What follows belongs to an exercise in optimizing a design on an open flow for small area and few clock cycles; a production flow would make more cautious choices.
Only the layout flow was run in this run; the RTL was not checked for function there.
Power is estimated from default activity; no workload was simulated.

==> design.v <==
module crc16_x25_byte (
    input  wire [15:0] crc_in,
    input  wire [7:0]  data,
    output reg  [15:0] crc_out
);
    integer i;
    reg [15:0] c;
    always @(*) begin
        c = crc_in ^ {8'h00, data};
        for (i = 0; i < 8; i = i + 1) begin
            if (c[0])
                c = (c >> 1) ^ 16'h8408;
            else
                c = c >> 1;
        end
        crc_out = c;
    end
endmodule
module hdlc_rx32 (
    input  wire        clk,
    input  wire        rst,
    input  wire        rx_valid,
    output wire        rx_ready,
    input  wire [31:0] rx_data,
    input  wire  [2:0] rx_len,
    input  wire        rx_clear,
    output wire        pl_valid,
    input  wire        pl_ready,
    output wire [31:0] pl_data,
    output wire  [2:0] pl_len,
    output wire        pl_end,
    output wire        pl_crc_ok,
    output wire        pl_abort
);
    localparam [7:0]  FLAG = 8'h7E;
    localparam [7:0]  ESC  = 8'h7D;
    reg        open_r;      
    reg        esc_r;       
    reg  [1:0] hc_r;        
    reg  [7:0] h0_r;        
    reg  [7:0] h1_r;        
    reg [15:0] crc_r;       
    reg        half_r;      
    wire        ne_r = (hc_r != 2'd0) || esc_r;
    wire [15:0] b = half_r ? rx_data[31:16] : rx_data[15:0];
    wire [7:0]  b0 = b[7:0];
    wire [7:0]  b1 = b[15:8];
    wire        in0 = 1'b1;                                   
    wire        in1 = half_r ? rx_len[2] : (rx_len[2] | rx_len[1]);
    wire        more = !half_r && (rx_len[2] | (&rx_len[1:0]));   
    wire f0 = in0 && (b0 == FLAG);
    wire f1 = in1 && (b1 == FLAG);
    wire x0 = (b0 == ESC);
    wire x1 = (b1 == ESC);
    wire end0  = f0 && open_r && ne_r;
    wire bd0   = !f0 && open_r;                   
    wire i0    = bd0 && !esc_r && x0;             
    wire v0    = bd0 && !i0;                      
    wire [7:0] u0 = b0 ^ {2'b00, esc_r, 5'b00000};
    wire o1    = f0 || open_r;                    
    wire n1    = !f0 && (ne_r || bd0);            
    wire e1    = i0;                              
    wire end1  = f1 && o1 && n1;
    wire bd1   = in1 && !f1 && o1;
    wire i1    = bd1 && !e1 && x1;
    wire v1    = bd1 && !i1;
    wire [7:0] u1 = b1 ^ {2'b00, e1, 5'b00000};
    wire has_end = end0 || end1;
    wire [7:0] b2 = rx_data[23:16];
    wire [7:0] b3 = rx_data[31:24];
    wire fast = !half_r && rx_len[2] && !rx_clear && open_r && (hc_r == 2'd2) &&
                !f0 && !f1 && (b2 != FLAG) && (b3 != FLAG);
    wire i2 = !i1 && (b2 == ESC);
    wire i3 = !i2 && (b3 == ESC);
    wire [7:0] u2 = b2 ^ {2'b00, i1, 5'b00000};
    wire [7:0] u3 = b3 ^ {2'b00, i2, 5'b00000};
    wire       fi_any = i0 || i1 || i2 || i3;
    wire       fi_two = (i0 && (i2 || i3)) || (i1 && i3);
    wire [2:0] fn = {!fi_any, fi_any, fi_any && !fi_two};
    wire [7:0] fv0 = i0 ? u1 : u0;
    wire [7:0] fv1 = (!i0 && !i1) ? u1 : (!i2) ? u2 : u3;
    wire hin  = !f0 || end0;                      
    wire [1:0] hce = hin ? hc_r : 2'd0;
    wire       v1n = v1 && !end0;
    reg  [2:0] nemit;
    reg        tge2;
    always @(*) begin
        case ({hce, v0, v1n})
            4'b00_00:                     begin tge2 = 1'b0; nemit = 3'd0; end
            4'b00_01, 4'b00_10, 4'b01_00: begin tge2 = 1'b0; nemit = has_end ? 3'd1 : 3'd0; end
            4'b00_11, 4'b01_01, 4'b01_10, 4'b10_00: begin tge2 = 1'b1; nemit = 3'd0; end
            4'b01_11, 4'b10_01, 4'b10_10: begin tge2 = 1'b1; nemit = 3'd1; end
            4'b10_11:                     begin tge2 = 1'b1; nemit = 3'd2; end
            default:                      begin tge2 = 1'b1; nemit = 3'd0; end
        endcase
    end
    wire [7:0] slot0 = (hce == 2'd2) ? h0_r : (hce == 2'd1) ? h1_r : u0;
    assign pl_data = {fv1, fv0, h1_r, slot0};
    wire        hc2 = (hc_r == 2'd2);
    wire [15:0] cx, cp2, cf1, cf2;
    crc16_x25_byte u_x  (.crc_in(crc_r), .data(hc2 ? h0_r : h1_r), .crc_out(cx));
    crc16_x25_byte u_p2 (.crc_in(cx),    .data(h1_r), .crc_out(cp2));
    crc16_x25_byte u_f1 (.crc_in(cp2),   .data(fv0),  .crc_out(cf1));
    crc16_x25_byte u_f2 (.crc_in(cf1),   .data(fv1),  .crc_out(cf2));
    wire ok_h   = (crc_r == ~{h1_r, h0_r});
    wire ok_u   = hc2 ? (cx == ~{u0, h1_r}) : ({u0, h1_r} == 16'h0000);
    wire esc_at_end = end0 ? esc_r : e1;
    wire crc_good = ((end1 && v0) ? ok_u : ok_h) && !esc_at_end && tge2;
    reg [15:0] crc_n;
    always @(*) begin
        if (fast)
            crc_n = !fi_any ? cf2 : !fi_two ? cf1 : cp2;
        else if (f0 || f1)
            crc_n = 16'hFFFF;
        else
            crc_n = (nemit == 3'd2) ? cp2 : (nemit == 3'd1) ? cx : crc_r;
    end
    wire ev = rx_clear ? (open_r && ne_r) : (fast || has_end || nemit != 3'd0);
    assign pl_valid  = rx_valid && ev;
    assign pl_len    = rx_clear ? 3'd0 : fast ? fn : nemit;
    assign pl_end    = rx_clear || has_end;
    assign pl_crc_ok = !rx_clear && crc_good;
    assign pl_abort  = rx_clear;
    wire go = rx_valid && pl_ready;
    assign rx_ready = pl_ready && (rx_clear || !more || fast);
    wire o2 = f1 || o1;
    wire e2 = f1 ? 1'b0 : (bd1 ? i1 : e1);
    wire [1:0] kb = f1 ? 2'd0 :
                    f0 ? {1'b0, v1} :
                    (hc_r[1] || (hc_r[0] && (v0 || v1)) || (v0 && v1)) ? 2'd2 :
                    (hc_r[0] || v0 || v1) ? 2'd1 : 2'd0;
    always @(posedge clk) begin
        if (rst) begin
            open_r <= 1'b0;
            hc_r   <= 2'd0;
            half_r <= 1'b0;
        end else if (go) begin
            if (rx_clear) begin
                open_r <= 1'b0;
                half_r <= 1'b0;
            end else begin
                open_r <= o2;
                esc_r  <= fast ? i3 : e2;
                hc_r   <= fast ? 2'd2 : kb;
                crc_r  <= crc_n;
                if (fast) begin
                    h0_r <= i3 ? (i1 ? u0 : u1) : (i2 ? u1 : u2);
                    h1_r <= i3 ? u2 : u3;
                end else if (v1) begin
                    h0_r <= v0 ? u0 : h1_r;
                    h1_r <= u1;
                end else if (v0) begin
                    h0_r <= h1_r;
                    h1_r <= u0;
                end
                half_r <= more && !fast;
            end
        end
    end
endmodule
==> flow/run.sh <==
#!/bin/bash
# Layout flow: the standard flow (standard.sh, ORFS synth to finish) with
# two changes:
#  - ABC maps the logic with flow/abc_area.script (structural choices, then
#    delay mapping with area recovery) in place of ORFS's speed script,
#    which upsizes every gate; synthesis is otherwise unchanged, so the
#    registers are the standard synthesis's;
#  - the port buffers are buf_1 cells instead of the default buffer cell.
# Each step's full log stays in orfs/logs/; make's own output goes to
# flow_make.log in the work folder.
set -euo pipefail
W=$PWD
rm -rf "$W/scripts_local"
cp -r "$FLOW_HOME/scripts" "$W/scripts_local"
cp "$W/flow/abc_area.script" "$W/scripts_local/abc_speed.script"
bash "$W/standard.sh" SCRIPTS_DIR="$W/scripts_local" \
    BUFFER_PORTS_ARGS="-buffer_cell sky130_fd_sc_hd__buf_1" finish \
    > "$W/flow_make.log" 2>&1
==> flow/abc_area.script <==
&get -n
&st
&dch
&nf -R 1000
&put
topo
==> standard.sh <==
#!/bin/bash
# synth_recipe.tcl (not shown) runs the flow's synth.tcl, then flattens the netlist and writes it again
# the make line also repeats each setting of config.mk as NAME=value (left out here)
make -C /OpenROAD-flow-scripts/flow DESIGN_CONFIG=/design/flow/config.mk WORK_HOME=/design/flow/orfs CLKGATE_MAP_FILE= SYNTH_SCRIPT=/design/flow/synth_recipe.tcl "${@:-finish}"
==> config.mk <==
export PLATFORM = sky130hd
export DESIGN_NAME = hdlc_rx32
export DESIGN_NICKNAME = hdlc_rx32
export VERILOG_FILES = /design/flow/design.v
export SDC_FILE = /design/flow/constraint.sdc
export NUM_CORES = 4
export LEC_CHECK = 0
export CAP_MARGIN = 20
export CORE_MARGIN = 2
export CORE_UTILIZATION = 40
export SLEW_MARGIN = 20
==> constraint.sdc <==
create_clock -name core_clock -period 5.5 [get_ports {clk}]
set_input_delay 1.1000 -clock core_clock [delete_from_list [all_inputs] [get_ports {clk}]]
set_output_delay 1.1000 -clock core_clock [all_outputs]
set_load 0.01 [all_outputs]
==> run summary <==
[logic make-up (layout without fill, tap and decap cells)]
logic type | after synthesis | count (layout) | share of synthesized area
simple gates | 200 | 200 | 0.199
compound gates | 207 | 207 | 0.267
flops | 37 | 37 | 0.233
buf+inv | 15 | 204 | 0.0131
fa+ha+maj | 3 | 3 | 0.00816
xor+xnor | 112 | 112 | 0.213
mux | 30 | 30 | 0.0669
[power groups by stage]
stage	Combinational [mW]	Clock, mW	Sequential [mW]
final	0.646	0.348	0.311
after global routing	0.690	0.361	0.311
after CTS	0.627	0.349	0.310
after detailed placement	0.623	0	0.316
after global placement	0.615	0	0.316
after floorplan	0.380	0	0.317
[per-layer routing]
| metal | up-vias | part of all wire | GRT usage |
|---|---|---|---|
| met3 | 43 | 0.11 | 0.0623 |
| li1 | 2631 | - | - |
| met5 | - | 0 | 0 |
| met1 | 2671 | 0.43 | 0.474 |
| met2 | 374 | 0.43 | 0.480 |
| met4 | 0 | 0.026 | 0.0881 |
[repair_timing]
| item | 4_1_cts | 5_1_grt |
|---|---|---|
| pin swaps | 3 | 9 |
| setup buffers | 0 | 4 |
| gates resized for setup | 2 | 27 |
| gates cloned | 0 | 0 |
| endpoints found under the setup margin | 3 | 8 |
[layout by cell type, fill, tap and decap left out, drive strengths merged, types with 3 or more instances in the layout]
master  instances
xnor2          77
a211oi          8
or3             3
edfxtp         33
mux2i          24
o221ai         11
clkbuf         10
xor2           35
o21ai          60
o211ai          5
buf           178
mux2            6
a32oi           5
nor4           16
clkinv         14
nor2b           4
nor2           53
nand3           9
nand2          82
a31oi           9
a21oi          79
or4             3
ha              3
a22oi           5
nand2b          5
o22ai           8
nand4           3
nor3            6
or2             5
dfxtp           4
[state kept, by name, summed over array words and instances (netlist names)]
register and flops:
open_r 1, h0_r 8, esc_r 1, hc_r 2, half_r 1, crc_r 16, h1_r 8
[stage by stage]
step,util,worst slack (ns),cells,setup TNS [ns],power [mW]
detailed placement,0.520,-0.174,924,-0.342,0.939
global placement,0.520,-0.0375,924,-0.0548,0.931
global route,0.548,-0.207,936,-0.325,1.36
finish,0.548,-0.0953,936,-0.0953,1.30
floorplan,-,-0.128,604,-0.128,0.698
CTS,0.537,-0.0421,932,-0.0421,1.29
[final cells by class]
class,count,area [sq um],share of cell area
multi-input combinational,552,3640,0.588
timing repair buffer,182,1080,0.174
sequential,37,1070,0.173
tap,143,179,0.0289
clock buffer,6,139,0.0224
inverter,14,52.6,0.00847
clock inverter,2,37.5,0.00605
[critical path, cell delays in order]
cell	delay [ns]
buf_2	0.11
mux2i_2	0.08
or4b_4	0.60
nor4_4	0.35
nor2_2	0.08
or3_4	0.44
or2_4	0.29
buf_4	0.14
nor2_4	0.11
nor2b_4	0.06
nand2_2	0.06
o21ai_2	0.05
a22o_1	0.19
a21oi_2	0.15
ha_2	0.19
nand2_1	0.05
o311a_1	0.30
buf_2	0.14
[path summary, 6_finish.rpt]
| check | to | slack (ns) | cells past startpoint |
|---|---|---|---|
| setup / recovery | pl_valid | -0.1 | 18 |
| hold / removal | hc_r[0] | 0.63 | 2 |
| setup reg to reg | crc_r[1] | 0.33 | 16 |
| hold reg to reg | hc_r[0] | 0.63 | 2 |
==> metrics.md <==
| Metric | Value |
|---|---|
| Clk Tree Root Cell | `clkbuf_16` |
| Worst Tran Pin Value | `1.01 ns` |
| Sequential Power Share | `0.238` |
| Top-area cell type share of the netlist area | `0.215` |
| VDD IR max | `0.000223 V` |
| Unrepaired setup endpoints after global routing | `true` |
| Commonest cells in the netlist | `nand2_1, a21oi_1, xnor2_1` |
| Vias after detailed routing | `5719` |
| Clock buffer count from CTS | `5` |
| Drt drc | `0` |
| Min-delay worst type | `flop to flop` |
| Largest net degree at the start of global routing | `24` |
| Iter 0 DRT Violations | `784` |
| Post-synthesis sequential area ratio | `0.233` |
| Core area | `11300 sq um` |
| Synth top area cells | `edfxtp_1, xnor2_1, a21oi_1` |
| Cell area after synthesis | `4600 sq um` |
| H-tree depth | `2` |
| Asr flop ratio synth | `0` |
| Finish-stage setup viols | `1` |
| CP Data Required Time | `4.40 ns` |
| FF+latch count, synth | `37` |
| Combinational group share of total power | `0.495` |
| Clock latency on the worst-skew pair | `0.29 ns` |
| Nets | `835` |
| First-pass GRT wire length | `31300 um` |
| Min Clock Period, post-route | `5.60 ns` |
| Synth area leader | `edfxtp_1` |
| Net count after synthesis | `647` |
| Fillers | `1135` |
| Min Hold Slack | `0.628 ns` |
| LEAKAGE | `2.23 nW` |
| Vias in the first global route | `5377` |
| Drt pass-1 iters | `5` |
| Int Power | `0.816 mW` |
| Setup CP Type | `input pin to output port` |
| Failed Checks | `negative setup slack` |
| Num rows | `39` |
| GRT overflow | `0` |
| Hold bufs inserted after CTS | `0` |
| Hold Fails Final Rpt | `0` |
| Pwr dens | `210 nW/um^2` |
| Max clock buf depth | `2` |
| Post-synth EDFFs | `33` |
| Final Wtd Congestion | `0.950` |
| Hpwl dp | `16100 um` |
| Peak Freq | `0.179 GHz` |
| Share of layout cells above drive strength 1 | `0.183` |
| Initial antenna violation count | `0` |
| IO Port Bufs | `79` |
| Area after DPL | `5890 sq um` |
| Clock share of power | `0.267` |
| Syn. warnings | `2` |
| Critical Path Source | `rx_data[5]` |
| Max cap viols | `0` |
| Number of clock sinks | `37` |
| Worst r2r src | `hc_r[1]` |
| WP data arrival | `4.50 ns` |
| Die Ht | `111 um` |
| Die area | `12400 sq um` |
| Tcrit/Tclk final | `1.02` |
| Total track usage | `0.322` |
| Clk_skew | `0.00772 ns` |
| Area grow syn2layout | `34.8%` |
| Slew Viols, Final | `0` |
| Setup ws final | `-0.0953 ns` |
| CP Max Fanout | `5` |
| Syn Inst Count | `604` |
| Post-route antenna net violation count | `0` |
| Syn_area_per_cell | `7.61 sq um` |
| I/O Pins | `80` |
| Drt wl/cell | `21.8 um` |
| Critical Path Source Type | `input pin` |
| Final wirelength | `20400 um` |
| Most frequent cell after synthesis | `nand2_1` |
| Status | `complete, but fails checks` |
| Via-to-Cell Ratio | `6.11` |
| Sw Share | `0.375` |
| Endpoint class of the critical path | `output port` |
| Slew Limit Headroom | `0.323` |
| N_diodes | `0` |
| CTS tree | `done` |
| Design Area, Final | `6200 sq um` |
| Initial Utilization | `0.406` |
| Reg clk slew, reported paths | `0.06 ns` |
| Die Wd | `111 um` |
| Psw | `0.489 mW` |
| Most used DFF post-synth | `edfxtp_1` |
| Synth cell types | `50` |
| Hold Path Origin | `hc_r[0]` |

## separate check: timing with driven ports
In the flow no input, the clock included, has a driving cell. The finished layout below was timed again as built, in two steps. Step 1 sets driving cells, clkbuf_16 on the clock port and buf_2 on the other inputs (assumed; they add their load-dependent delay and slew). Step 2 also shifts input and output timing later by t, the mid clock arrival at the registers, as if the neighbouring blocks saw the same clock. Slacks: no drivers / after step 1 / after step 2; pairs: no drivers / after step 1.
t (ns): 0.324
setup slack, ns: -0.095 / -0.137 / -0.137
pins driven straight from the clock port: 1
For this run, drivers alone change the setup slack by -0.042 ns; drivers and shift together by -0.042 ns.
